This is an optimization exercise on Yosys and OpenROAD, whose aim is small area, a short achievable clock period and few clock cycles, not a production implementation. Only simulation tests tie the RTL to the original design; equivalence was not proved. Power and IR drop assume default switching activity.

[flow/config.mk]
export PLATFORM = sky130hd
export DESIGN_NAME = emu_alu
export DESIGN_NICKNAME = emu_alu
export VERILOG_FILES = /design/flow/design.v
export SDC_FILE = /design/flow/constraint.sdc
export NUM_CORES = 4
export LEC_CHECK = 0
export CAP_MARGIN = 20
export CORE_MARGIN = 2
export CORE_UTILIZATION = 40
export SETUP_SLACK_MARGIN = 5
export SLEW_MARGIN = 20
[flow/constraint.sdc]
create_clock -name core_clock -period 12.0 [get_ports {clk}]
set_input_delay 2.4000 -clock core_clock [delete_from_list [all_inputs] [get_ports {clk}]]
set_output_delay 2.4000 -clock core_clock [all_outputs]
set_load 0.01 [all_outputs]
[flow/design.v]
module emu_alu (
    input  wire         clk,
    input  wire         rst,
    input  wire         in_valid,
    output wire         in_ready,
    input  wire [7:0]   variant,
    input  wire [7:0]   g,
    input  wire [7:0]   t0,
    input  wire [7:0]   t1,
    input  wire [127:0] a,
    input  wire [127:0] b,
    output wire         out_valid,
    output wire [127:0] result,
    output reg          wr_en,
    output reg  [5:0]   wr_idx,
    output reg  [2:0]   wr_w,
    output reg          flags_we,
    output reg          flag_less,
    output reg          flag_eq,
    output reg          flag_more,
    output reg          fault_illegal,
    output reg          fault_arith
);
    localparam S_FIRST = 0;    
    localparam S_SUM2  = 1;    
    localparam S_MUL   = 2;    
    localparam S_NEGA  = 3;    
    localparam S_NEGB  = 4;    
    localparam S_MAG   = 5;    
    localparam S_P1    = 6;    
    localparam S_P2    = 7;    
    localparam S_FIX   = 8;    
    localparam NS      = 9;
    reg [NS-1:0] st;
    reg         rdy_r;
    reg         val_r;
    reg         outv_r;
    reg [129:0] A;             
    reg [131:0] B;
    reg [127:0] ACC;
    reg         bd_one, bd_two, bd_neg;    
    reg [7:0]   cnt;           
    reg         qneg;          
    reg         rneg;          
    reg         rfull;         
    reg [2:0]   op_r;          
    reg         bad_r;         
    reg [7:0]   g_r;
    reg [2:0]   w_r, w0_r, w1_r;
    reg         ff_r;          
    reg         ff1_r;         
    assign in_ready  = rdy_r;
    assign out_valid = outv_r;
    assign result    = ACC;
    wire e8  = (w_r != 3'd4);
    wire e16 = (w_r == 3'd0) || (w_r == 3'd1) || (w_r == 3'd2);
    wire e32 = (w_r == 3'd0) || (w_r == 3'd1);
    wire e64 = (w_r == 3'd0);
    wire [127:0] m = {{64{e64}}, {32{e32}}, {16{e16}}, {8{e8}}, 8'hff};
    wire [127:0] Am = A[127:0] & m;
    wire [127:0] Bm = B[127:0] & m;
    reg sgn_a, sgn_b;
    always @(*) begin
        case (w_r)
            3'd0:    begin sgn_a = A[127]; sgn_b = B[127]; end
            3'd1:    begin sgn_a = A[63];  sgn_b = B[63];  end
            3'd2:    begin sgn_a = A[31];  sgn_b = B[31];  end
            3'd3:    begin sgn_a = A[15];  sgn_b = B[15];  end
            default: begin sgn_a = A[7];   sgn_b = B[7];   end
        endcase
    end
    wire is_sum  = (op_r == 3'd0);
    wire is_sub  = (op_r == 3'd1);
    wire is_cmp  = (op_r == 3'd2);
    wire is_mul  = (op_r == 3'd3);
    wire is_div  = (op_r == 3'd4);
    wire is_idiv = (op_r == 3'd5);
    wire illegal = bad_r || ff_r || (!is_cmp && ff1_r) ||
                   (w_r != w0_r) || (!is_cmp && w_r != w1_r);
    wire b_zero  = (Bm == 128'd0);
    wire s1_a   = st[S_FIRST] | st[S_SUM2] | st[S_NEGA] | st[S_MAG] | st[S_P1];
    wire s1_r   = st[S_P2];
    wire s1_acc = st[S_MUL] | st[S_FIX];
    wire s2_bm  = st[S_FIRST] | st[S_SUM2] | st[S_NEGB] | st[S_MAG] | (st[S_MUL] & bd_one);
    wire s2_b1  = st[S_MUL] & bd_two;
    wire s2_b   = st[S_P1];
    wire s2_bsr = st[S_P2];
    wire inv    = st[S_FIRST] | st[S_NEGA] | st[S_NEGB] | st[S_MAG] | st[S_P1] |
                  (st[S_MUL] & bd_neg) | (st[S_P2] & !rneg);
    wire cin    = st[S_FIRST] | st[S_NEGB] | st[S_MAG] | st[S_P1] | st[S_FIX] |
                  (st[S_MUL] & bd_neg) | (st[S_P2] & !rneg);
    wire [129:0] a_src = rfull ? A : {2'b00, Am};
    wire [129:0] op1 = (a_src & {130{s1_a | s1_r}}) | ({2'b00, ACC} & {130{s1_acc}});
    wire [129:0] op2 = ({2'b00, Bm} & {130{s2_bm}}) | (B[129:0] & {130{s2_b}}) |
                       ({B[128:0], 1'b0} & {130{s2_b1}}) | (B[132-1:3] & {130{s2_bsr}});
    wire [130:0] sum = {1'b0, op1} + {1'b0, op2 ^ {130{inv}}} + {130'd0, cin};
    wire         cy  = sum[130];                  
    wire         zr  = (sum[129:0] == 130'd0);
    wire         sneg = sum[129];                 
    wire [127:0] sum_m = sum[127:0] & m;
    wire mul_rest1 = |(Am[127:1]);                 
    wire mul_rest3 = |(Am[127:3]);                 
    reg done;         
    reg nrdy;         
    reg [NS-1:0] nst;
    reg o_ill, o_ar, o_we, o_fwe;
    wire div_go = is_div || (is_idiv && !sgn_a && !sgn_b);
    always @(*) begin
        done = 1'b0; nrdy = 1'b0; nst = st;
        o_ill = 1'b0; o_ar = 1'b0; o_we = 1'b1; o_fwe = 1'b1;
        if (st[S_FIRST]) begin
            nst = {NS{1'b0}};
            if (illegal) begin
                done = 1'b1; o_ill = 1'b1; o_we = 1'b0; o_fwe = 1'b0;
                nst[S_FIRST] = 1'b1;
            end else if (is_sub || is_cmp) begin
                done = 1'b1; o_we = is_sub;
                nst[S_FIRST] = 1'b1;
            end else if (is_sum) begin
                nst[S_SUM2] = 1'b1; nrdy = 1'b1;
            end else if (is_mul) begin
                nst[S_MUL] = 1'b1; nrdy = !mul_rest1;
            end else if (b_zero) begin
                done = 1'b1; o_ar = 1'b1; o_we = 1'b0; o_fwe = 1'b0;
                nst[S_FIRST] = 1'b1;
            end else if (is_idiv && sgn_a) begin
                nst[S_NEGA] = 1'b1;
            end else if (is_idiv && sgn_b) begin
                nst[S_NEGB] = 1'b1;
            end else if (!cy) begin           
                done = 1'b1;
                nst[S_FIRST] = 1'b1;
            end else begin
                nst[S_P1] = 1'b1;
            end
        end
        if (st[S_SUM2]) begin
            done = 1'b1;
        end
        if (st[S_MUL]) begin
            done = !mul_rest1;
            nrdy = !mul_rest3;
        end
        if (st[S_NEGA]) begin
            nst = {NS{1'b0}};
            if (sgn_b) nst[S_NEGB] = 1'b1; else nst[S_MAG] = 1'b1;
        end
        if (st[S_NEGB]) begin
            nst = {NS{1'b0}}; nst[S_MAG] = 1'b1;
        end
        if (st[S_MAG]) begin
            nst = {NS{1'b0}};
            if (!cy) done = 1'b1; else nst[S_P1] = 1'b1;
        end
        if (st[S_P1]) begin
            if (!cy) begin nst = {NS{1'b0}}; nst[S_P2] = 1'b1; end
        end
        if (st[S_P2]) begin
            if (cnt == 8'd1) begin
                if (qneg) begin nst = {NS{1'b0}}; nst[S_FIX] = 1'b1; end
                else done = 1'b1;
            end
            nrdy = (cnt == 8'd2 && !qneg) || (cnt == 8'd1 && qneg);
        end
        if (st[S_FIX]) begin
            done = 1'b1;
        end
    end
    function [2:0] mod5(input [7:0] v);
        case (v)
            8'd0: mod5 = 3'd0;
            8'd1: mod5 = 3'd1;
            8'd2: mod5 = 3'd2;
            8'd3: mod5 = 3'd3;
            8'd4: mod5 = 3'd4;
            8'd5: mod5 = 3'd0;
            8'd6: mod5 = 3'd1;
            8'd7: mod5 = 3'd2;
            8'd8: mod5 = 3'd3;
            8'd9: mod5 = 3'd4;
            8'd10: mod5 = 3'd0;
            8'd11: mod5 = 3'd1;
            8'd12: mod5 = 3'd2;
            8'd13: mod5 = 3'd3;
            8'd14: mod5 = 3'd4;
            8'd15: mod5 = 3'd0;
            8'd16: mod5 = 3'd1;
            8'd17: mod5 = 3'd2;
            8'd18: mod5 = 3'd3;
            8'd19: mod5 = 3'd4;
            8'd20: mod5 = 3'd0;
            8'd21: mod5 = 3'd1;
            8'd22: mod5 = 3'd2;
            8'd23: mod5 = 3'd3;
            8'd24: mod5 = 3'd4;
            8'd25: mod5 = 3'd0;
            8'd26: mod5 = 3'd1;
            8'd27: mod5 = 3'd2;
            8'd28: mod5 = 3'd3;
            8'd29: mod5 = 3'd4;
            8'd30: mod5 = 3'd0;
            8'd31: mod5 = 3'd1;
            8'd32: mod5 = 3'd2;
            8'd33: mod5 = 3'd3;
            8'd34: mod5 = 3'd4;
            8'd35: mod5 = 3'd0;
            8'd36: mod5 = 3'd1;
            8'd37: mod5 = 3'd2;
            8'd38: mod5 = 3'd3;
            8'd39: mod5 = 3'd4;
            8'd40: mod5 = 3'd0;
            8'd41: mod5 = 3'd1;
            8'd42: mod5 = 3'd2;
            8'd43: mod5 = 3'd3;
            8'd44: mod5 = 3'd4;
            8'd45: mod5 = 3'd0;
            8'd46: mod5 = 3'd1;
            8'd47: mod5 = 3'd2;
            8'd48: mod5 = 3'd3;
            8'd49: mod5 = 3'd4;
            8'd50: mod5 = 3'd0;
            8'd51: mod5 = 3'd1;
            8'd52: mod5 = 3'd2;
            8'd53: mod5 = 3'd3;
            8'd54: mod5 = 3'd4;
            8'd55: mod5 = 3'd0;
            8'd56: mod5 = 3'd1;
            8'd57: mod5 = 3'd2;
            8'd58: mod5 = 3'd3;
            8'd59: mod5 = 3'd4;
            8'd60: mod5 = 3'd0;
            8'd61: mod5 = 3'd1;
            8'd62: mod5 = 3'd2;
            8'd63: mod5 = 3'd3;
            8'd64: mod5 = 3'd4;
            8'd65: mod5 = 3'd0;
            8'd66: mod5 = 3'd1;
            8'd67: mod5 = 3'd2;
            8'd68: mod5 = 3'd3;
            8'd69: mod5 = 3'd4;
            8'd70: mod5 = 3'd0;
            8'd71: mod5 = 3'd1;
            8'd72: mod5 = 3'd2;
            8'd73: mod5 = 3'd3;
            8'd74: mod5 = 3'd4;
            8'd75: mod5 = 3'd0;
            8'd76: mod5 = 3'd1;
            8'd77: mod5 = 3'd2;
            8'd78: mod5 = 3'd3;
            8'd79: mod5 = 3'd4;
            8'd80: mod5 = 3'd0;
            8'd81: mod5 = 3'd1;
            8'd82: mod5 = 3'd2;
            8'd83: mod5 = 3'd3;
            8'd84: mod5 = 3'd4;
            8'd85: mod5 = 3'd0;
            8'd86: mod5 = 3'd1;
            8'd87: mod5 = 3'd2;
            8'd88: mod5 = 3'd3;
            8'd89: mod5 = 3'd4;
            8'd90: mod5 = 3'd0;
            8'd91: mod5 = 3'd1;
            8'd92: mod5 = 3'd2;
            8'd93: mod5 = 3'd3;
            8'd94: mod5 = 3'd4;
            8'd95: mod5 = 3'd0;
            8'd96: mod5 = 3'd1;
            8'd97: mod5 = 3'd2;
            8'd98: mod5 = 3'd3;
            8'd99: mod5 = 3'd4;
            8'd100: mod5 = 3'd0;
            8'd101: mod5 = 3'd1;
            8'd102: mod5 = 3'd2;
            8'd103: mod5 = 3'd3;
            8'd104: mod5 = 3'd4;
            8'd105: mod5 = 3'd0;
            8'd106: mod5 = 3'd1;
            8'd107: mod5 = 3'd2;
            8'd108: mod5 = 3'd3;
            8'd109: mod5 = 3'd4;
            8'd110: mod5 = 3'd0;
            8'd111: mod5 = 3'd1;
            8'd112: mod5 = 3'd2;
            8'd113: mod5 = 3'd3;
            8'd114: mod5 = 3'd4;
            8'd115: mod5 = 3'd0;
            8'd116: mod5 = 3'd1;
            8'd117: mod5 = 3'd2;
            8'd118: mod5 = 3'd3;
            8'd119: mod5 = 3'd4;
            8'd120: mod5 = 3'd0;
            8'd121: mod5 = 3'd1;
            8'd122: mod5 = 3'd2;
            8'd123: mod5 = 3'd3;
            8'd124: mod5 = 3'd4;
            8'd125: mod5 = 3'd0;
            8'd126: mod5 = 3'd1;
            8'd127: mod5 = 3'd2;
            8'd128: mod5 = 3'd3;
            8'd129: mod5 = 3'd4;
            8'd130: mod5 = 3'd0;
            8'd131: mod5 = 3'd1;
            8'd132: mod5 = 3'd2;
            8'd133: mod5 = 3'd3;
            8'd134: mod5 = 3'd4;
            8'd135: mod5 = 3'd0;
            8'd136: mod5 = 3'd1;
            8'd137: mod5 = 3'd2;
            8'd138: mod5 = 3'd3;
            8'd139: mod5 = 3'd4;
            8'd140: mod5 = 3'd0;
            8'd141: mod5 = 3'd1;
            8'd142: mod5 = 3'd2;
            8'd143: mod5 = 3'd3;
            8'd144: mod5 = 3'd4;
            8'd145: mod5 = 3'd0;
            8'd146: mod5 = 3'd1;
            8'd147: mod5 = 3'd2;
            8'd148: mod5 = 3'd3;
            8'd149: mod5 = 3'd4;
            8'd150: mod5 = 3'd0;
            8'd151: mod5 = 3'd1;
            8'd152: mod5 = 3'd2;
            8'd153: mod5 = 3'd3;
            8'd154: mod5 = 3'd4;
            8'd155: mod5 = 3'd0;
            8'd156: mod5 = 3'd1;
            8'd157: mod5 = 3'd2;
            8'd158: mod5 = 3'd3;
            8'd159: mod5 = 3'd4;
            8'd160: mod5 = 3'd0;
            8'd161: mod5 = 3'd1;
            8'd162: mod5 = 3'd2;
            8'd163: mod5 = 3'd3;
            8'd164: mod5 = 3'd4;
            8'd165: mod5 = 3'd0;
            8'd166: mod5 = 3'd1;
            8'd167: mod5 = 3'd2;
            8'd168: mod5 = 3'd3;
            8'd169: mod5 = 3'd4;
            8'd170: mod5 = 3'd0;
            8'd171: mod5 = 3'd1;
            8'd172: mod5 = 3'd2;
            8'd173: mod5 = 3'd3;
            8'd174: mod5 = 3'd4;
            8'd175: mod5 = 3'd0;
            8'd176: mod5 = 3'd1;
            8'd177: mod5 = 3'd2;
            8'd178: mod5 = 3'd3;
            8'd179: mod5 = 3'd4;
            8'd180: mod5 = 3'd0;
            8'd181: mod5 = 3'd1;
            8'd182: mod5 = 3'd2;
            8'd183: mod5 = 3'd3;
            8'd184: mod5 = 3'd4;
            8'd185: mod5 = 3'd0;
            8'd186: mod5 = 3'd1;
            8'd187: mod5 = 3'd2;
            8'd188: mod5 = 3'd3;
            8'd189: mod5 = 3'd4;
            8'd190: mod5 = 3'd0;
            8'd191: mod5 = 3'd1;
            8'd192: mod5 = 3'd2;
            8'd193: mod5 = 3'd3;
            8'd194: mod5 = 3'd4;
            8'd195: mod5 = 3'd0;
            8'd196: mod5 = 3'd1;
            8'd197: mod5 = 3'd2;
            8'd198: mod5 = 3'd3;
            8'd199: mod5 = 3'd4;
            8'd200: mod5 = 3'd0;
            8'd201: mod5 = 3'd1;
            8'd202: mod5 = 3'd2;
            8'd203: mod5 = 3'd3;
            8'd204: mod5 = 3'd4;
            8'd205: mod5 = 3'd0;
            8'd206: mod5 = 3'd1;
            8'd207: mod5 = 3'd2;
            8'd208: mod5 = 3'd3;
            8'd209: mod5 = 3'd4;
            8'd210: mod5 = 3'd0;
            8'd211: mod5 = 3'd1;
            8'd212: mod5 = 3'd2;
            8'd213: mod5 = 3'd3;
            8'd214: mod5 = 3'd4;
            8'd215: mod5 = 3'd0;
            8'd216: mod5 = 3'd1;
            8'd217: mod5 = 3'd2;
            8'd218: mod5 = 3'd3;
            8'd219: mod5 = 3'd4;
            8'd220: mod5 = 3'd0;
            8'd221: mod5 = 3'd1;
            8'd222: mod5 = 3'd2;
            8'd223: mod5 = 3'd3;
            8'd224: mod5 = 3'd4;
            8'd225: mod5 = 3'd0;
            8'd226: mod5 = 3'd1;
            8'd227: mod5 = 3'd2;
            8'd228: mod5 = 3'd3;
            8'd229: mod5 = 3'd4;
            8'd230: mod5 = 3'd0;
            8'd231: mod5 = 3'd1;
            8'd232: mod5 = 3'd2;
            8'd233: mod5 = 3'd3;
            8'd234: mod5 = 3'd4;
            8'd235: mod5 = 3'd0;
            8'd236: mod5 = 3'd1;
            8'd237: mod5 = 3'd2;
            8'd238: mod5 = 3'd3;
            8'd239: mod5 = 3'd4;
            8'd240: mod5 = 3'd0;
            8'd241: mod5 = 3'd1;
            8'd242: mod5 = 3'd2;
            8'd243: mod5 = 3'd3;
            8'd244: mod5 = 3'd4;
            8'd245: mod5 = 3'd0;
            8'd246: mod5 = 3'd1;
            8'd247: mod5 = 3'd2;
            8'd248: mod5 = 3'd3;
            8'd249: mod5 = 3'd4;
            8'd250: mod5 = 3'd0;
            8'd251: mod5 = 3'd1;
            8'd252: mod5 = 3'd2;
            8'd253: mod5 = 3'd3;
            8'd254: mod5 = 3'd4;
            8'd255: mod5 = 3'd0;
            default: mod5 = 3'd0;
        endcase
    endfunction
    function [5:0] div5(input [7:0] v);
        case (v)
            8'd0: div5 = 6'd0;
            8'd1: div5 = 6'd0;
            8'd2: div5 = 6'd0;
            8'd3: div5 = 6'd0;
            8'd4: div5 = 6'd0;
            8'd5: div5 = 6'd1;
            8'd6: div5 = 6'd1;
            8'd7: div5 = 6'd1;
            8'd8: div5 = 6'd1;
            8'd9: div5 = 6'd1;
            8'd10: div5 = 6'd2;
            8'd11: div5 = 6'd2;
            8'd12: div5 = 6'd2;
            8'd13: div5 = 6'd2;
            8'd14: div5 = 6'd2;
            8'd15: div5 = 6'd3;
            8'd16: div5 = 6'd3;
            8'd17: div5 = 6'd3;
            8'd18: div5 = 6'd3;
            8'd19: div5 = 6'd3;
            8'd20: div5 = 6'd4;
            8'd21: div5 = 6'd4;
            8'd22: div5 = 6'd4;
            8'd23: div5 = 6'd4;
            8'd24: div5 = 6'd4;
            8'd25: div5 = 6'd5;
            8'd26: div5 = 6'd5;
            8'd27: div5 = 6'd5;
            8'd28: div5 = 6'd5;
            8'd29: div5 = 6'd5;
            8'd30: div5 = 6'd6;
            8'd31: div5 = 6'd6;
            8'd32: div5 = 6'd6;
            8'd33: div5 = 6'd6;
            8'd34: div5 = 6'd6;
            8'd35: div5 = 6'd7;
            8'd36: div5 = 6'd7;
            8'd37: div5 = 6'd7;
            8'd38: div5 = 6'd7;
            8'd39: div5 = 6'd7;
            8'd40: div5 = 6'd8;
            8'd41: div5 = 6'd8;
            8'd42: div5 = 6'd8;
            8'd43: div5 = 6'd8;
            8'd44: div5 = 6'd8;
            8'd45: div5 = 6'd9;
            8'd46: div5 = 6'd9;
            8'd47: div5 = 6'd9;
            8'd48: div5 = 6'd9;
            8'd49: div5 = 6'd9;
            8'd50: div5 = 6'd10;
            8'd51: div5 = 6'd10;
            8'd52: div5 = 6'd10;
            8'd53: div5 = 6'd10;
            8'd54: div5 = 6'd10;
            8'd55: div5 = 6'd11;
            8'd56: div5 = 6'd11;
            8'd57: div5 = 6'd11;
            8'd58: div5 = 6'd11;
            8'd59: div5 = 6'd11;
            8'd60: div5 = 6'd12;
            8'd61: div5 = 6'd12;
            8'd62: div5 = 6'd12;
            8'd63: div5 = 6'd12;
            8'd64: div5 = 6'd12;
            8'd65: div5 = 6'd13;
            8'd66: div5 = 6'd13;
            8'd67: div5 = 6'd13;
            8'd68: div5 = 6'd13;
            8'd69: div5 = 6'd13;
            8'd70: div5 = 6'd14;
            8'd71: div5 = 6'd14;
            8'd72: div5 = 6'd14;
            8'd73: div5 = 6'd14;
            8'd74: div5 = 6'd14;
            8'd75: div5 = 6'd15;
            8'd76: div5 = 6'd15;
            8'd77: div5 = 6'd15;
            8'd78: div5 = 6'd15;
            8'd79: div5 = 6'd15;
            8'd80: div5 = 6'd16;
            8'd81: div5 = 6'd16;
            8'd82: div5 = 6'd16;
            8'd83: div5 = 6'd16;
            8'd84: div5 = 6'd16;
            8'd85: div5 = 6'd17;
            8'd86: div5 = 6'd17;
            8'd87: div5 = 6'd17;
            8'd88: div5 = 6'd17;
            8'd89: div5 = 6'd17;
            8'd90: div5 = 6'd18;
            8'd91: div5 = 6'd18;
            8'd92: div5 = 6'd18;
            8'd93: div5 = 6'd18;
            8'd94: div5 = 6'd18;
            8'd95: div5 = 6'd19;
            8'd96: div5 = 6'd19;
            8'd97: div5 = 6'd19;
            8'd98: div5 = 6'd19;
            8'd99: div5 = 6'd19;
            8'd100: div5 = 6'd20;
            8'd101: div5 = 6'd20;
            8'd102: div5 = 6'd20;
            8'd103: div5 = 6'd20;
            8'd104: div5 = 6'd20;
            8'd105: div5 = 6'd21;
            8'd106: div5 = 6'd21;
            8'd107: div5 = 6'd21;
            8'd108: div5 = 6'd21;
            8'd109: div5 = 6'd21;
            8'd110: div5 = 6'd22;
            8'd111: div5 = 6'd22;
            8'd112: div5 = 6'd22;
            8'd113: div5 = 6'd22;
            8'd114: div5 = 6'd22;
            8'd115: div5 = 6'd23;
            8'd116: div5 = 6'd23;
            8'd117: div5 = 6'd23;
            8'd118: div5 = 6'd23;
            8'd119: div5 = 6'd23;
            8'd120: div5 = 6'd24;
            8'd121: div5 = 6'd24;
            8'd122: div5 = 6'd24;
            8'd123: div5 = 6'd24;
            8'd124: div5 = 6'd24;
            8'd125: div5 = 6'd25;
            8'd126: div5 = 6'd25;
            8'd127: div5 = 6'd25;
            8'd128: div5 = 6'd25;
            8'd129: div5 = 6'd25;
            8'd130: div5 = 6'd26;
            8'd131: div5 = 6'd26;
            8'd132: div5 = 6'd26;
            8'd133: div5 = 6'd26;
            8'd134: div5 = 6'd26;
            8'd135: div5 = 6'd27;
            8'd136: div5 = 6'd27;
            8'd137: div5 = 6'd27;
            8'd138: div5 = 6'd27;
            8'd139: div5 = 6'd27;
            8'd140: div5 = 6'd28;
            8'd141: div5 = 6'd28;
            8'd142: div5 = 6'd28;
            8'd143: div5 = 6'd28;
            8'd144: div5 = 6'd28;
            8'd145: div5 = 6'd29;
            8'd146: div5 = 6'd29;
            8'd147: div5 = 6'd29;
            8'd148: div5 = 6'd29;
            8'd149: div5 = 6'd29;
            8'd150: div5 = 6'd30;
            8'd151: div5 = 6'd30;
            8'd152: div5 = 6'd30;
            8'd153: div5 = 6'd30;
            8'd154: div5 = 6'd30;
            8'd155: div5 = 6'd31;
            8'd156: div5 = 6'd31;
            8'd157: div5 = 6'd31;
            8'd158: div5 = 6'd31;
            8'd159: div5 = 6'd31;
            8'd160: div5 = 6'd32;
            8'd161: div5 = 6'd32;
            8'd162: div5 = 6'd32;
            8'd163: div5 = 6'd32;
            8'd164: div5 = 6'd32;
            8'd165: div5 = 6'd33;
            8'd166: div5 = 6'd33;
            8'd167: div5 = 6'd33;
            8'd168: div5 = 6'd33;
            8'd169: div5 = 6'd33;
            8'd170: div5 = 6'd34;
            8'd171: div5 = 6'd34;
            8'd172: div5 = 6'd34;
            8'd173: div5 = 6'd34;
            8'd174: div5 = 6'd34;
            8'd175: div5 = 6'd35;
            8'd176: div5 = 6'd35;
            8'd177: div5 = 6'd35;
            8'd178: div5 = 6'd35;
            8'd179: div5 = 6'd35;
            8'd180: div5 = 6'd36;
            8'd181: div5 = 6'd36;
            8'd182: div5 = 6'd36;
            8'd183: div5 = 6'd36;
            8'd184: div5 = 6'd36;
            8'd185: div5 = 6'd37;
            8'd186: div5 = 6'd37;
            8'd187: div5 = 6'd37;
            8'd188: div5 = 6'd37;
            8'd189: div5 = 6'd37;
            8'd190: div5 = 6'd38;
            8'd191: div5 = 6'd38;
            8'd192: div5 = 6'd38;
            8'd193: div5 = 6'd38;
            8'd194: div5 = 6'd38;
            8'd195: div5 = 6'd39;
            8'd196: div5 = 6'd39;
            8'd197: div5 = 6'd39;
            8'd198: div5 = 6'd39;
            8'd199: div5 = 6'd39;
            8'd200: div5 = 6'd40;
            8'd201: div5 = 6'd40;
            8'd202: div5 = 6'd40;
            8'd203: div5 = 6'd40;
            8'd204: div5 = 6'd40;
            8'd205: div5 = 6'd41;
            8'd206: div5 = 6'd41;
            8'd207: div5 = 6'd41;
            8'd208: div5 = 6'd41;
            8'd209: div5 = 6'd41;
            8'd210: div5 = 6'd42;
            8'd211: div5 = 6'd42;
            8'd212: div5 = 6'd42;
            8'd213: div5 = 6'd42;
            8'd214: div5 = 6'd42;
            8'd215: div5 = 6'd43;
            8'd216: div5 = 6'd43;
            8'd217: div5 = 6'd43;
            8'd218: div5 = 6'd43;
            8'd219: div5 = 6'd43;
            8'd220: div5 = 6'd44;
            8'd221: div5 = 6'd44;
            8'd222: div5 = 6'd44;
            8'd223: div5 = 6'd44;
            8'd224: div5 = 6'd44;
            8'd225: div5 = 6'd45;
            8'd226: div5 = 6'd45;
            8'd227: div5 = 6'd45;
            8'd228: div5 = 6'd45;
            8'd229: div5 = 6'd45;
            8'd230: div5 = 6'd46;
            8'd231: div5 = 6'd46;
            8'd232: div5 = 6'd46;
            8'd233: div5 = 6'd46;
            8'd234: div5 = 6'd46;
            8'd235: div5 = 6'd47;
            8'd236: div5 = 6'd47;
            8'd237: div5 = 6'd47;
            8'd238: div5 = 6'd47;
            8'd239: div5 = 6'd47;
            8'd240: div5 = 6'd48;
            8'd241: div5 = 6'd48;
            8'd242: div5 = 6'd48;
            8'd243: div5 = 6'd48;
            8'd244: div5 = 6'd48;
            8'd245: div5 = 6'd49;
            8'd246: div5 = 6'd49;
            8'd247: div5 = 6'd49;
            8'd248: div5 = 6'd49;
            8'd249: div5 = 6'd49;
            8'd250: div5 = 6'd50;
            8'd251: div5 = 6'd50;
            8'd252: div5 = 6'd50;
            8'd253: div5 = 6'd50;
            8'd254: div5 = 6'd50;
            8'd255: div5 = 6'd51;
            default: div5 = 6'd0;
        endcase
    endfunction
    wire       in_bad  = (variant > 8'd5);
    wire       in_fast = in_bad || (variant == 8'd1) || (variant == 8'd2);
    wire [2:0] in_w  = mod5(g);
    wire [2:0] in_w0 = mod5(t0);
    wire [2:0] in_w1 = mod5(t1);
    wire take = rdy_r;    
    wire [NS-1:0] st_first = {{(NS-1){1'b0}}, 1'b1};
    always @(posedge clk) begin
        if (rst) begin
            rdy_r  <= 1'b1;
            val_r  <= 1'b0;
            outv_r <= 1'b0;
            st     <= st_first;
        end else begin
            outv_r <= val_r && done;
            if (take) begin
                val_r <= in_valid;
                st    <= st_first;
                rdy_r <= in_valid ? in_fast : 1'b1;
            end else if (val_r && done) begin
                val_r <= 1'b0;
                st    <= st_first;
                rdy_r <= 1'b1;
            end else begin
                st    <= nst;
                rdy_r <= nrdy;
            end
        end
    end
    always @(posedge clk) begin
        if (take) begin
            op_r  <= variant[2:0];
            bad_r <= in_bad;
            g_r   <= g;
            w_r   <= in_w;
            w0_r  <= in_w0;
            w1_r  <= in_w1;
            ff_r  <= (g == 8'd255) || (t0 == 8'd255);
            ff1_r <= (t1 == 8'd255);
        end
    end
    always @(posedge clk) begin
        if (val_r && st[S_FIRST]) begin
            flag_less <= !cy;
            flag_eq   <= zr;
            flag_more <= cy && !zr;
        end
        if (val_r && done) begin
            wr_en         <= o_we && !is_cmp;
            flags_we      <= o_fwe;
            fault_illegal <= o_ill;
            fault_arith   <= o_ar;
            wr_idx        <= div5(g_r);
            wr_w          <= w_r;
        end
    end
    function [2:0] booth(input y1, input y0, input c);
        booth = {(y0 ^ c), (y1 ? (!y0 && !c) : (y0 && c)), (y1 && !(y0 && c))};
    endfunction
    wire [2:0] bd_first = booth(A[1], A[0], 1'b0);
    wire [2:0] bd_next  = booth(A[3], A[2], A[1]);
    always @(posedge clk) begin
        if (take)
            A <= {2'b00, a};
        else if (st[S_MUL])
            A <= {2'b00, Am >> 2};
        else if (st[S_NEGA])
            A <= {2'b00, ~sum[127:0]};
        else if (st[S_P2])
            A <= sum[129:0];
        if (take)
            B <= {4'd0, b};
        else if (st[S_MUL] || st[S_P1])
            B <= {B[129:0], 2'b00};
        else if ((st[S_FIRST] && div_go) || st[S_MAG])
            B <= {2'b00, Bm, 2'b00};
        else if (st[S_NEGB])
            B <= {4'd0, sum_m};
        else if (st[S_P2])
            B <= {1'b0, B[131:1]};
        if (st[S_FIRST])
            ACC <= (is_mul || is_div || is_idiv) ? 128'd0 : sum_m;
        else if (st[S_SUM2] || st[S_MUL] || st[S_FIX])
            ACC <= sum_m;
        else if (st[S_MAG])
            ACC <= (qneg && cy) ? m : 128'd0;
        else if (st[S_P2])
            ACC <= {ACC[126:0], !sneg ^ qneg} & m;
        if (st[S_FIRST])
            {bd_one, bd_two, bd_neg} <= bd_first;
        else
            {bd_one, bd_two, bd_neg} <= bd_next;
        if (st[S_FIRST]) begin
            cnt   <= 8'd2;
            qneg  <= is_idiv && (sgn_a ^ sgn_b);
        end else if (st[S_MAG]) begin
            cnt <= 8'd2;
        end else if (st[S_P1]) begin
            if (cy) cnt <= cnt + 8'd2;
        end else if (st[S_P2]) begin
            cnt <= cnt - 8'd1;
        end
        rneg  <= st[S_P2] && sneg;
        rfull <= st[S_P2] && cnt != 8'd1;
    end
endmodule
[flow/run.sh]
#!/bin/bash
# synth_recipe.tcl (not shown) runs the flow's synth.tcl, then flattens the netlist and writes it again
# the make line also repeats each setting of config.mk as NAME=value (left out here)
make -C /OpenROAD-flow-scripts/flow DESIGN_CONFIG=/design/flow/config.mk WORK_HOME=/design/flow/orfs CLKGATE_MAP_FILE= SYNTH_SCRIPT=/design/flow/synth_recipe.tcl finish
==> qor.txt, run 1 <==
status: no timing/DRC/antenna violations
Clock Power Share: 0.213
maximum buffer depth of the clock tree: 3
Core ar.: 0.1089 sq mm
multi-input combinational cell area: 0.02922 sq mm
Slew Viols, Final: 0
Nets: 6094
Hold Path Origin: cnt[7]
Residual DRC: 0
number of flops mapped to enable cells by yosys: 424
DR pass1 iterations: 10
dominant synthesized flop cell: edfxtp_1
clock latency on the worst-skew pair: 0.69 ns
global route overflow: 0
Comb pwr share: 0.522
highest routing layer actually used: met4
total CTS buffers: 55
Overall Power: 8.085 mW
Synth-to-Final Area Change: 18.84%
RSZ-0062 raised after global routing: yes
Hold Crit Class: flop to flop
synthesized flop and latch total: 455
final core utilization: 0.4799
first-pass GRT wire length: 312.1 mm
CP Data Required Time: 12.43 ns
Worst Setup Start Kind: flop
CP arrival: 7.46 ns
Initial Util: 0.4038
DP Area: 0.04902 sq mm
Crit Path Category: flop to flop
Seq/Total Area, Yosys: 0.3038
total of max-cap violations: 0
reg-to-reg endpoint: flag_more
Post-Route Setup TNS: 0 ns
leakage power: 19.57 nW
# IOs: 437
final hold vios: 0
fmax: 142.2 MHz
worst setup skew after layout: 0.02487 ns
port bufs: 436
final period utilization: 0.5861
worst-path maximum fanout: 38
CP Capture Point: flag_more
syn nets: 5947
iteration-0 DRC count of the detailed router: 8214
Routed WL: 218.4 mm
met2 wire len: 93.36 mm
initial antenna violation count: 4
Warnings, synthesis: 1
endpoints failing setup: 0
drt wl/cell: 30.69 um
share of async-settable or async-resettable flops after synthesis: 0
Mapped Cells: 5505
htree depth: 2
Inst Count DP: 6952
CP endpoint kind: flop
max_slew headroom: 0.2198
Clk pin slew, worst setup/hold paths: 0.06 ns
clock tree sinks: 455
Final ANT Viol Nets: 0
worst setup path startpoint: w_r[1]
FF-to-FF Start: w_r[1]
Synth cell types: 105
cell area after synthesis: 0.04395 sq mm
cts hold-fix bufs: 0
Mapped Avg Cell Area: 7.984 sq um
vias per cell: 6.823
Die Height: 335.5 um
root buffer cell: clkbuf_16
Placer Congestion: 1.044
Switching Share: 0.4597
FF-to-FF setup slack: 4.97 ns
Worst-Margin Slew: 1.170 ns
vias in the first global route: 44470
met3 WL post-DR: 23.69 mm
internal power: 4.368 mW
hpwl dp: 161.5 mm
Final Critical Period: 7.033 ns
Pwr Density: 154.8 mW/mm^2
Die W: 335.5 um
via count: 48540
Rows: 121
Fillers: 10740
sequential fraction of design power: 0.265
commonest non-fill, non-tap cell in the layout: nand2_1
die area: 0.1126 sq mm
largest net degree at the start of global routing: 179
R2R depth: 22
Net Sw Power: 3.717 mW
CTS tree: yes
Total GRT Usage: 0.3704
layout cell share with drive strength beyond 1: 0.09512
commonest cells after routing, fill and taps aside: nand2_1 (654), a21oi_1 (523), o21ai_0 (519)
M1 WL: 92.53 mm
peak supply drop: 0.1375 mV
Post-Layout Inst Area: 0.05224 sq mm
Finished Layout Cells: 7114
FF+latch area: 0.01338 sq mm
[cell type report]
cell class | instances | share of cell area
Timing Repair Buffer | 571 | 0.1061
Clock buffer | 77 | 0.02951
Clock inverter | 26 | 0.004479
Inverter | 147 | 0.01056
Antenna cell | 2 | 0.00009581
Multi-Input combinational cell | 4422 | 0.5593
Tap cell | 1414 | 0.03387
Sequential cell | 455 | 0.2561
[layer usage]
metal  GRT usage  vias to the layer above
met5           0                        -
met4      0.1391                        0
met3     0.06612                      444
met2      0.5540                     3304
met1      0.5290                    23560
li1            -                    21220
[through the flow]
step	hold slack [ns]	worst slack (ns)
finish	0.4822	4.967
global route	0.5359	4.898
CTS	0.4853	4.961
detailed placement	0.4779	3.280
global placement	0.4681	1.835
floorplan	0.4244	6.182
[worst max-delay path, cell delays in order, from the launching register on]
cell and delay [ns]:
edfxtp_1 0.50, buf_4 0.26, nor2_2 0.22, nand2_1 0.10, clkbuf_8 0.31, o21bai_4 0.29, buf_8 0.27, a222oi_1 0.16
xor2_1 0.20, ha_1 0.47, a21oi_1 0.31, o21ai_0 0.30, a21oi_4 0.41, o31ai_1 0.16, a31oi_2 0.42, o311ai_0 0.22
or3_1 0.51, a221oi_1 0.42, and4_1 0.24, nand4b_1 0.14, nor4_4 0.30, nand4_1 0.26, o22a_1 0.23
[registers in the layout, summed over array words and instances (netlist names), 6 cells and up]
register and cells:
g_r 8, ACC 128, cnt 8, A 130
B 132, st 9, wr_idx 6
[cells by family after synthesis]
logic type,after synthesis,synth area share
flops,455,0.3038
compound gates,2102,0.3127
xor+xnor,375,0.07490
buf+inv,630,0.05560
simple gates,1665,0.1764
fa+ha+maj,152,0.04355
mux,126,0.03308
[how the worst min path moves through the flow]
stage               depth (start not counted)  slack [ns]  endpoint
detailed placement                          2        0.48    cnt[7]
global placement                            2        0.47    cnt[7]
global route                                2        0.54    cnt[7]
CTS                                         2        0.49    cnt[7]
finish                                      2        0.48    cnt[7]
floorplan                                   0        0.42   wr_w[0]
[power groups by stage]
stage / Clock (mW) / Sequential, mW / Combinational, mW
after global placement: 0 / 2.16 / 3.86
final: 1.72 / 2.14 / 4.22
after floorplan: 0 / 2.07 / 2.33
after detailed placement: 0 / 2.16 / 3.84
after CTS: 1.73 / 2.13 / 3.97
after global routing: 1.78 / 2.15 / 4.43
[Yosys cell counts (53+ instances only)]
cell / number / share of area
xnor2_1: 194 / 0.039
nand4_1: 123 / 0.018
edfxtp_1: 424 / 0.29
a22oi_1: 59 / 0.010
ha_1: 149 / 0.042
xor2_1: 180 / 0.036
inv_1: 145 / 0.012
a21oi_1: 547 / 0.062
nor2_1: 424 / 0.036
mux2_2: 74 / 0.019
clkbuf_1: 384 / 0.033
nand2_1: 655 / 0.056
buf_1: 53 / 0.0045
a221oi_1: 92 / 0.018
a31oi_1: 118 / 0.017
and2_1: 56 / 0.0080
nor4_1: 96 / 0.014
nor3_1: 58 / 0.0066
a222oi_1: 127 / 0.029
nand3_1: 70 / 0.0080
o21ai_0: 536 / 0.061
a22o_1: 132 / 0.026
[repair_timing]
action,in CTS,in global routing
buffers inserted,30,24
gates resized for setup,88,129
pin swaps,18,37
endpoints found under the setup margin,227,138
cloned,3,0
Testbench counts, summed over its fixed seeds: cycles 48,442.
==> run 2, diff against run 1 <==
--- a/flow/design.v
+++ b/flow/design.v
@@ -38,11 +38,17 @@
     reg [129:0] A;             
     reg [131:0] B;
     reg [127:0] ACC;
-    reg         bd_one, bd_two, bd_neg;    
     reg [7:0]   cnt;           
     reg         qneg;          
-    reg         rneg;          
-    reg         rfull;         
+    reg [4:0]   selA_c;        
+    reg         selA_hi;       
+    reg         sel_acc;       
+    reg [4:0]   selB_c;        
+    reg         selB_hi;       
+    reg         sel_b1;        
+    reg         sel_bsr;       
+    reg         inv, cin;
+    reg [3:0]   ec_r;          
     reg [2:0]   op_r;          
     reg         bad_r;         
     reg [7:0]   g_r;
@@ -52,10 +58,13 @@
     assign in_ready  = rdy_r;
     assign out_valid = outv_r;
     assign result    = ACC;
-    wire e8  = (w_r != 3'd4);
-    wire e16 = (w_r == 3'd0) || (w_r == 3'd1) || (w_r == 3'd2);
-    wire e32 = (w_r == 3'd0) || (w_r == 3'd1);
-    wire e64 = (w_r == 3'd0);
+    function [3:0] chunks(input [2:0] wc);    
+        chunks = {wc == 3'd0, wc <= 3'd1, wc <= 3'd2, wc <= 3'd3};
+    endfunction
+    wire e8  = ec_r[0];
+    wire e16 = ec_r[1];
+    wire e32 = ec_r[2];
+    wire e64 = ec_r[3];
     wire [127:0] m = {{64{e64}}, {32{e32}}, {16{e16}}, {8{e8}}, 8'hff};
     wire [127:0] Am = A[127:0] & m;
     wire [127:0] Bm = B[127:0] & m;
@@ -78,28 +87,49 @@
     wire illegal = bad_r || ff_r || (!is_cmp && ff1_r) ||
                    (w_r != w0_r) || (!is_cmp && w_r != w1_r);
     wire b_zero  = (Bm == 128'd0);
-    wire s1_a   = st[S_FIRST] | st[S_SUM2] | st[S_NEGA] | st[S_MAG] | st[S_P1];
-    wire s1_r   = st[S_P2];
-    wire s1_acc = st[S_MUL] | st[S_FIX];
-    wire s2_bm  = st[S_FIRST] | st[S_SUM2] | st[S_NEGB] | st[S_MAG] | (st[S_MUL] & bd_one);
-    wire s2_b1  = st[S_MUL] & bd_two;
-    wire s2_b   = st[S_P1];
-    wire s2_bsr = st[S_P2];
-    wire inv    = st[S_FIRST] | st[S_NEGA] | st[S_NEGB] | st[S_MAG] | st[S_P1] |
-                  (st[S_MUL] & bd_neg) | (st[S_P2] & !rneg);
-    wire cin    = st[S_FIRST] | st[S_NEGB] | st[S_MAG] | st[S_P1] | st[S_FIX] |
-                  (st[S_MUL] & bd_neg) | (st[S_P2] & !rneg);
-    wire [129:0] a_src = rfull ? A : {2'b00, Am};
-    wire [129:0] op1 = (a_src & {130{s1_a | s1_r}}) | ({2'b00, ACC} & {130{s1_acc}});
-    wire [129:0] op2 = ({2'b00, Bm} & {130{s2_bm}}) | (B[129:0] & {130{s2_b}}) |
-                       ({B[128:0], 1'b0} & {130{s2_b1}}) | (B[132-1:3] & {130{s2_bsr}});
-    wire [130:0] sum = {1'b0, op1} + {1'b0, op2 ^ {130{inv}}} + {130'd0, cin};
+    wire [129:0] selA = {{2{selA_hi}}, {64{selA_c[4]}}, {32{selA_c[3]}}, {16{selA_c[2]}},
+                         {8{selA_c[1]}}, {8{selA_c[0]}}};
+    wire [129:0] selB = {{2{selB_hi}}, {64{selB_c[4]}}, {32{selB_c[3]}}, {16{selB_c[2]}},
+                         {8{selB_c[1]}}, {8{selB_c[0]}}};
+    wire [129:0] op1 = (A & selA) | ({2'b00, ACC} & {130{sel_acc}});
+    wire [129:0] op2 = (B[129:0] & selB) | ({B[128:0], 1'b0} & {130{sel_b1}}) |
+                       (B[131:3] & {130{sel_bsr}});
+    wire [129:0] op2x = op2 ^ {130{inv}};
+    localparam AW = 131;
+    localparam AL = 8;                            
+    wire [AW*(AL+1)-1:0] pg, pp;                  
+    wire [129:0] p0 = op1 ^ op2x;
+    assign pg[AW-1:0] = {op1 & op2x, cin};
+    assign pp[AW-1:0] = {p0, 1'b0};
+    genvar lk, li;
+    generate
+        for (lk = 0; lk < AL; lk = lk + 1) begin : g_lvl
+            for (li = 0; li < AW; li = li + 1) begin : g_pos
+                if ((li >> lk) & 1) begin : g_node
+                    localparam LJ = ((li >> lk) << lk) - 1;
+                    assign pg[AW*(lk+1) + li] = pg[AW*lk + li] | (pp[AW*lk + li] & pg[AW*lk + LJ]);
+                    assign pp[AW*(lk+1) + li] = pp[AW*lk + li] & pp[AW*lk + LJ];
+                end else begin : g_pass
+                    assign pg[AW*(lk+1) + li] = pg[AW*lk + li];
+                    assign pp[AW*(lk+1) + li] = pp[AW*lk + li];
+                end
+            end
+        end
+    endgenerate
+    wire [130:0] carry = pg[AW*AL +: AW];         
+    wire [130:0] sum = {carry[130], p0 ^ carry[129:0]};
     wire         cy  = sum[130];                  
-    wire         zr  = (sum[129:0] == 130'd0);
+    wire         zr  = &p0;                       
     wire         sneg = sum[129];                 
     wire [127:0] sum_m = sum[127:0] & m;
     wire mul_rest1 = |(Am[127:1]);                 
     wire mul_rest3 = |(Am[127:3]);                 
+    function [2:0] booth(input y1, input y0, input c);
+        booth = {(y0 ^ c), (y1 ? (!y0 && !c) : (y0 && c)), (y1 && !(y0 && c))};
+    endfunction
+    wire [2:0] bd_first = booth(A[1], A[0], 1'b0);
+    wire [2:0] bd_next  = booth(A[3], A[2], A[1]);
+    wire take = rdy_r;    
     reg done;         
     reg nrdy;         
     reg [NS-1:0] nst;
@@ -166,6 +196,31 @@
             done = 1'b1;
         end
     end
+    wire [NS-1:0] st_first = {{(NS-1){1'b0}}, 1'b1};
+    wire [NS-1:0] ns = (rst || take || (val_r && done)) ? st_first : nst;
+    wire [3:0]    ec_n = take ? chunks(in_w) : ec_r;
+    wire [2:0]    bd_n = st[S_FIRST] ? bd_first : bd_next;
+    wire          rneg_n = st[S_P2] && sneg;
+    wire          sel_am_n = ns[S_FIRST] | ns[S_SUM2] | ns[S_NEGA] | ns[S_MAG] | ns[S_P1] |
+                             (ns[S_P2] & !st[S_P2]);
+    wire          sel_af_n = ns[S_P2] & st[S_P2];
+    wire          sel_bm_n = ns[S_FIRST] | ns[S_SUM2] | ns[S_NEGB] | ns[S_MAG] | (ns[S_MUL] & bd_n[2]);
+    wire          sel_b_n  = ns[S_P1];
+    wire [4:0]    ec5_n = {ec_n, 1'b1};
+    always @(posedge clk) begin
+        selA_c  <= ({5{sel_am_n}} & ec5_n) | {5{sel_af_n}};
+        selA_hi <= sel_af_n;
+        sel_acc <= ns[S_MUL] | ns[S_FIX];
+        selB_c  <= ({5{sel_bm_n}} & ec5_n) | {5{sel_b_n}};
+        selB_hi <= sel_b_n;
+        sel_b1  <= ns[S_MUL] & bd_n[1];
+        sel_bsr <= ns[S_P2];
+        inv     <= ns[S_FIRST] | ns[S_NEGA] | ns[S_NEGB] | ns[S_MAG] | ns[S_P1] |
+                   (ns[S_MUL] & bd_n[0]) | (ns[S_P2] & !rneg_n);
+        cin     <= ns[S_FIRST] | ns[S_NEGB] | ns[S_MAG] | ns[S_P1] | ns[S_FIX] |
+                   (ns[S_MUL] & bd_n[0]) | (ns[S_P2] & !rneg_n);
+        ec_r    <= ec_n;
+    end
     function [2:0] mod5(input [7:0] v);
         case (v)
             8'd0: mod5 = 3'd0;
@@ -693,8 +748,6 @@
     wire [2:0] in_w  = mod5(g);
     wire [2:0] in_w0 = mod5(t0);
     wire [2:0] in_w1 = mod5(t1);
-    wire take = rdy_r;    
-    wire [NS-1:0] st_first = {{(NS-1){1'b0}}, 1'b1};
     always @(posedge clk) begin
         if (rst) begin
             rdy_r  <= 1'b1;
@@ -744,11 +797,6 @@
             wr_w          <= w_r;
         end
     end
-    function [2:0] booth(input y1, input y0, input c);
-        booth = {(y0 ^ c), (y1 ? (!y0 && !c) : (y0 && c)), (y1 && !(y0 && c))};
-    endfunction
-    wire [2:0] bd_first = booth(A[1], A[0], 1'b0);
-    wire [2:0] bd_next  = booth(A[3], A[2], A[1]);
     always @(posedge clk) begin
         if (take)
             A <= {2'b00, a};
@@ -776,10 +824,6 @@
             ACC <= (qneg && cy) ? m : 128'd0;
         else if (st[S_P2])
             ACC <= {ACC[126:0], !sneg ^ qneg} & m;
-        if (st[S_FIRST])
-            {bd_one, bd_two, bd_neg} <= bd_first;
-        else
-            {bd_one, bd_two, bd_neg} <= bd_next;
         if (st[S_FIRST]) begin
             cnt   <= 8'd2;
             qneg  <= is_idiv && (sgn_a ^ sgn_b);
@@ -790,7 +834,5 @@
         end else if (st[S_P2]) begin
             cnt <= cnt - 8'd1;
         end
-        rneg  <= st[S_P2] && sneg;
-        rfull <= st[S_P2] && cnt != 8'd1;
     end
 endmodule
==> flow/flow/run.sh (new file) <==
#!/bin/bash
# Standard ORFS layout (the standard.sh), with the timing repair steps
# asked to leave more setup slack than the 12 ns clock needs, so that the
# achieved period comes out shorter. Each step's full output goes to a log
# file of its own in this folder.
set -euo pipefail
MARGIN=${MARGIN:-7.5}
bash standard.sh synth > synth.log 2>&1
bash standard.sh SETUP_SLACK_MARGIN=$MARGIN finish > finish.log 2>&1
==> flow/standard.sh (new file) <==
#!/bin/bash
# synth_recipe.tcl (not shown) runs the flow's synth.tcl, then flattens the netlist and writes it again
# the make line also repeats each setting of config.mk as NAME=value (left out here)
make -C /OpenROAD-flow-scripts/flow DESIGN_CONFIG=/design/flow/config.mk WORK_HOME=/design/flow/orfs CLKGATE_MAP_FILE= SYNTH_SCRIPT=/design/flow/synth_recipe.tcl "${@:-finish}"
--- a/flow/config.mk
+++ b/flow/config.mk
@@ -8,5 +8,4 @@
 export CAP_MARGIN = 20
 export CORE_MARGIN = 2
 export CORE_UTILIZATION = 40
-export SETUP_SLACK_MARGIN = 5
 export SLEW_MARGIN = 20
removed: flow/run.sh
==> run 2 against run 1 <==
Effect of this change:
- still clean
- clock skew increased by 0.0081 ns
- core utilization increased by 5.9 points
- fmax up 36%
- combinational power decreased by 11%
- die area shrank 11%
- clock-buffer cell count is 7 lower
- routed wire length decreased by 14%
- total power decreased by 1.5%
- area after synthesis decreased by 11%
- worst setup slack gained 1.9 ns
- clock power rose by 13%
- critical path type unchanged
- highest routed layer is now met5
==> qor.txt, run 2 <==
status: no timing/DRC/antenna violations
CP endpoint kind: flop
internal power: 4.817 mW (+10%)
post-synthesis adder-cell area fraction: 0.05206 (+0.008511)
Seq/Total Area, Yosys: 0.3495 (+0.04569)
total CTS buffers: 59 (+7.3%)
port bufs: 436 (unchanged)
layout cell share with drive strength beyond 1: 0.1822 (+0.08710)
Worst Setup Start Kind: flop
clock tree sinks: 471 (+3.5%)
met2 wire len: 83.63 mm (-10%)
Synth-to-Final Area Change: 33.37%
largest net degree at the start of global routing: 161 (-10%)
CP max stage delay: 0.60 ns (+0.09 ns)
Synth Area in XOR/XNOR: 0.08190 (+0.007007)
met3 WL post-DR: 22.11 mm (-6.6%)
hold path depth: 2 (unchanged)
Mapped Cells: 4495 (-18%)
final period utilization: 0.4295 (-0.1566)
highest routing layer actually used: met5
share of async-settable or async-resettable flops after synthesis: 0 (unchanged)
synthesized flop and latch total: 471 (+3.5%)
number of flops mapped to enable cells by yosys: 424 (unchanged)
Clock Power Share: 0.243 (+0.030)
commonest cells after routing, fill and taps aside: nand2_1 (483), clkdlybuf4s50_1 (425), edfxtp_1 (424)
Rows: 114 (-5.8%)
Simple-Gate Fraction of Synth Area: 0.1434 (-0.03295)
vias in the first global route: 39400 (-11%)
iteration-0 DRC count of the detailed router: 6726 (-18%)
RSZ-0062 raised after global routing: yes
R2R depth: 19 (-14%)
Die W: 316.7 um (-5.6%)
Warnings, synthesis: 1 (unchanged)
Inst Count DP: 5914 (-15%)
Top Registers: B: 132 flops, A: 130 flops, ACC: 128 flops
Clk pin slew, worst setup/hold paths: 0.07 ns (about the same)
Synth cell types: 91 (-13%)
Place WS: 4.832 ns (+1.552 ns)
maximum buffer depth of the clock tree: 3 (unchanged)
worst path cell trace: buf_12, a222oi_1, xnor2_1, ha_1, and4_1, and3_4, nand4_1, or4_4, or3_4, o22a_4, a311oi_4, buf_4, a21oi_4, buf_12, buf_4, buf_16, a21oi_4, o21ai_1, o2bb2ai_1
worst setup skew after layout: 0.03295 ns (+0.008075 ns)
dominant synthesized flop cell: edfxtp_1
cts hold-fix bufs: 0 (unchanged)
Mapped Avg Cell Area: 8.704 sq um (+9.0%)
via count: 42460 (-13%)
max_slew headroom: 0.1658 (-0.05399)
final hold vios: 0 (unchanged)
Placer Congestion: 0.9859 (-5.6%)
drt wl/cell: 29.89 um (-2.6%)
Initial Util: 0.4040 (about the same)
reg-to-reg endpoint: ACC[94]
Pwr Density: 152.7 mW/mm^2 (-1.3%)
Synth Area in Compound Gates: 0.2961 (-0.01663)
CP arrival: 5.68 ns (-1.78 ns)
Hold Path Origin: A[129]
worst setup path startpoint: sel_b1
largest area contributor in the netlist: edfxtp_1
FF-to-FF setup slack: 6.85 ns (+1.88 ns)
sequential fraction of design power: 0.284 (+0.019)
peak supply drop: 0.1215 mV (-12%)
Crit Path Category: flop to flop
global route overflow: 0 (unchanged)
Routed WL: 188.1 mm (-14%)
worst-path maximum fanout: 52 (+37%)
CP Data Required Time: 12.52 ns (+0.09 ns)
Final ANT Viol Nets: 0 (unchanged)
DR pass1 iterations: 14 (+4)
CP Capture Point: ACC[94]
Comb pwr share: 0.473 (-0.049)
CP delay by family, top: simple AND/OR/NAND/NOR gates
post-synth top area share: 0.3254 (+0.03576)
Finished Layout Cells: 6294 (-12%)
CTS tree: yes
cell area after synthesis: 0.03912 sq mm (-11%)
hpwl dp: 122.5 mm (-24%)
Core ar.: 0.09685 sq mm (-11%)
Crit path depth: 19 (-14%)
first-pass GRT wire length: 263.9 mm (-15%)
Switching Share: 0.3954 (-0.06436)
syn nets: 4944 (-17%)
Total GRT Usage: 0.3529 (-0.01758)
die area: 0.1003 sq mm (-11%)
commonest non-fill, non-tap cell in the layout: nand2_1
FF-to-FF Start: sel_b1
vias per cell: 6.746 (-1.1%)
final setup margin: 6.846 ns (+1.879 ns)
top-count cell post-synth: nand2_1
Biggest register: B
clock latency on the worst-skew pair: 0.69 ns (about the same)
Final Critical Period: 5.154 ns (-1.879 ns)
Nets: 5416 (-11%)
leakage power: 19.48 nW (-0.49%)
most frequent cells after synthesis: nand2_1 (500), a21oi_1 (489), edfxtp_1 (424)
max FFs per register: 132 (unchanged)
initial antenna violation count: 7 (+3)
combinational family with the most area after synthesis: compound AO/OA/AOI/OAI gates
Die Height: 316.7 um (-5.6%)
endpoints failing setup: 0 (unchanged)
Post-Route Setup TNS: 0 ns (unchanged)
CP Buf/Inv Count: 5 (+2)
Residual DRC: 0 (unchanged)
M1 WL: 69.06 mm (-25%)
Hold Crit Class: flop to flop
fmax: 194.0 MHz (+36%)
htree depth: 2 (unchanged)
Slowest cell on crit path: or4_4
largest cells by area after synthesis: edfxtp_1 (33%), xnor2_1 (6.3%), a21oi_1 (6.3%)
Worst-Margin Slew: 1.250 ns (+0.07964 ns)
total of max-cap violations: 0 (unchanged)
Slew Viols, Final: 0 (unchanged)
# IOs: 437 (unchanged)
Net Sw Power: 3.150 mW (-15%)
root buffer cell: clkbuf_16
mux contribution to synthesized area: 0.03016 (-0.002920)
run 2: cell types whose count changed after synthesis, sizes merged, moves of 80 or more:
cell,delta
xor2,-111
nand4,-80
nor2,-128
o21ai,-242
nand2,-155
xnor2,+89
run 2: through the flow:
stage / hold WS, ns / total power [mW] / util / cell area, sq um
6_report: 0.4507 / 7.968 / 0.5388 / 52180
5_1_grt: 0.4922 / 8.225 / 0.5387 / 52180
4_1_cts: 0.4514 / 7.314 / 0.5109 / 49480
3_5_place_dp: 0.4434 / 5.047 / 0.4587 / 44420
3_3_place_gp: 0.4411 / 5.034 / 0.4585 / 44410
2_1_floorplan: 0.4244 / 3.985 / - / 39200
run 2: how the worst min path moves through the flow:
stage	slack [ns]	end
after global routing	0.49	A[129]
final	0.45	A[129]
after global placement	0.44	A[129]
after floorplan	0.42	wr_w[2]
after CTS	0.45	A[129]
after detailed placement	0.44	A[129]
run 2: kinds of logic after synthesis:
group / after synthesis
AOI/OAI and AO/OA: 1698
xor gates and xnor gates: 358
adders and majority gates: 158
buffers and inverters: 480
DFF: 471
muxes: 108
and+or+nand+nor: 1222
run 2: tightest hold or removal path, cell delays in order, from the launching register on:
cell	delay [ns]
dfxtp_1	0.30
nand2_1	0.05
a21oi_1	0.05
run 2: power by group through the flow:
stage | sequential (mW) | clock, mW | combinational, mW
after CTS | 2.25 | 1.93 | 3.14
after global placement | 2.28 | 0 | 2.75
after global routing | 2.27 | 1.99 | 3.96
final | 2.26 | 1.94 | 3.77
after detailed placement | 2.28 | 0 | 2.77
after floorplan | 2.19 | 0 | 1.79
run 2: layer usage:
metal / vias to the layer above / track usage
met1: 20560 / 0.4439
met4: 6 / 0.2022
met3: 688 / 0.08452
met2: 2950 / 0.5545
li1: 18260 / -
met5: - / 0
run 2: cell type report:
cell class	count	area, sq um
Fill cell	8700	44670
Multi-Input combinational cell	3547	26460
Sequential cell	471	13720
Timing Repair Buffer	773	7945
Tap cell	1276	1597
Clock buffer	70	1538
Clock inverter	40	464.2
Inverter	115	460.4
Antenna cell	2	5.005
run 2: what timing repair did:
item / 4_1_cts / 5_1_grt
resized for setup: 332 / 362
gates cloned: 18 / 6
endpoints found under the setup margin: 487 / 459
pin swaps: 168 / 218
setup buffers: 125 / 119
hold endpoints to repair: 0 / 0
Testbench counts of run 2, summed over its fixed seeds: cycles 48,442.

separate check: timing with driven ports:
How much do the figures lean on ideal ports? The routed layouts below were timed once more, with nothing changed but the port constraints. Step 1: set_driving_cell puts a clkbuf_16 on clk and a buf_2 on each other input, an assumption about the parent block. Step 2 adds t to the input delays and takes it off the output delays; t is the mean of the earliest and latest rising clock arrival at the registers after step 1. Input paths then give back, and output paths get back, about the clock's delay inside the block. Three values: ideal ports, drivers, drivers and shift; two values: the first two.
run	t (ns)	setup slack, ns	latest minus earliest clock arrival (ns)	slew at the worst register clock pin (ns)
run 1	0.750	4.967 / 4.967 / 4.967	0.025 / 0.025	0.07 / 0.07
run 2	0.744	6.846 / 6.847 / 6.847	0.033 / 0.033	0.07 / 0.07
After both steps setup and hold are still met in every run listed.
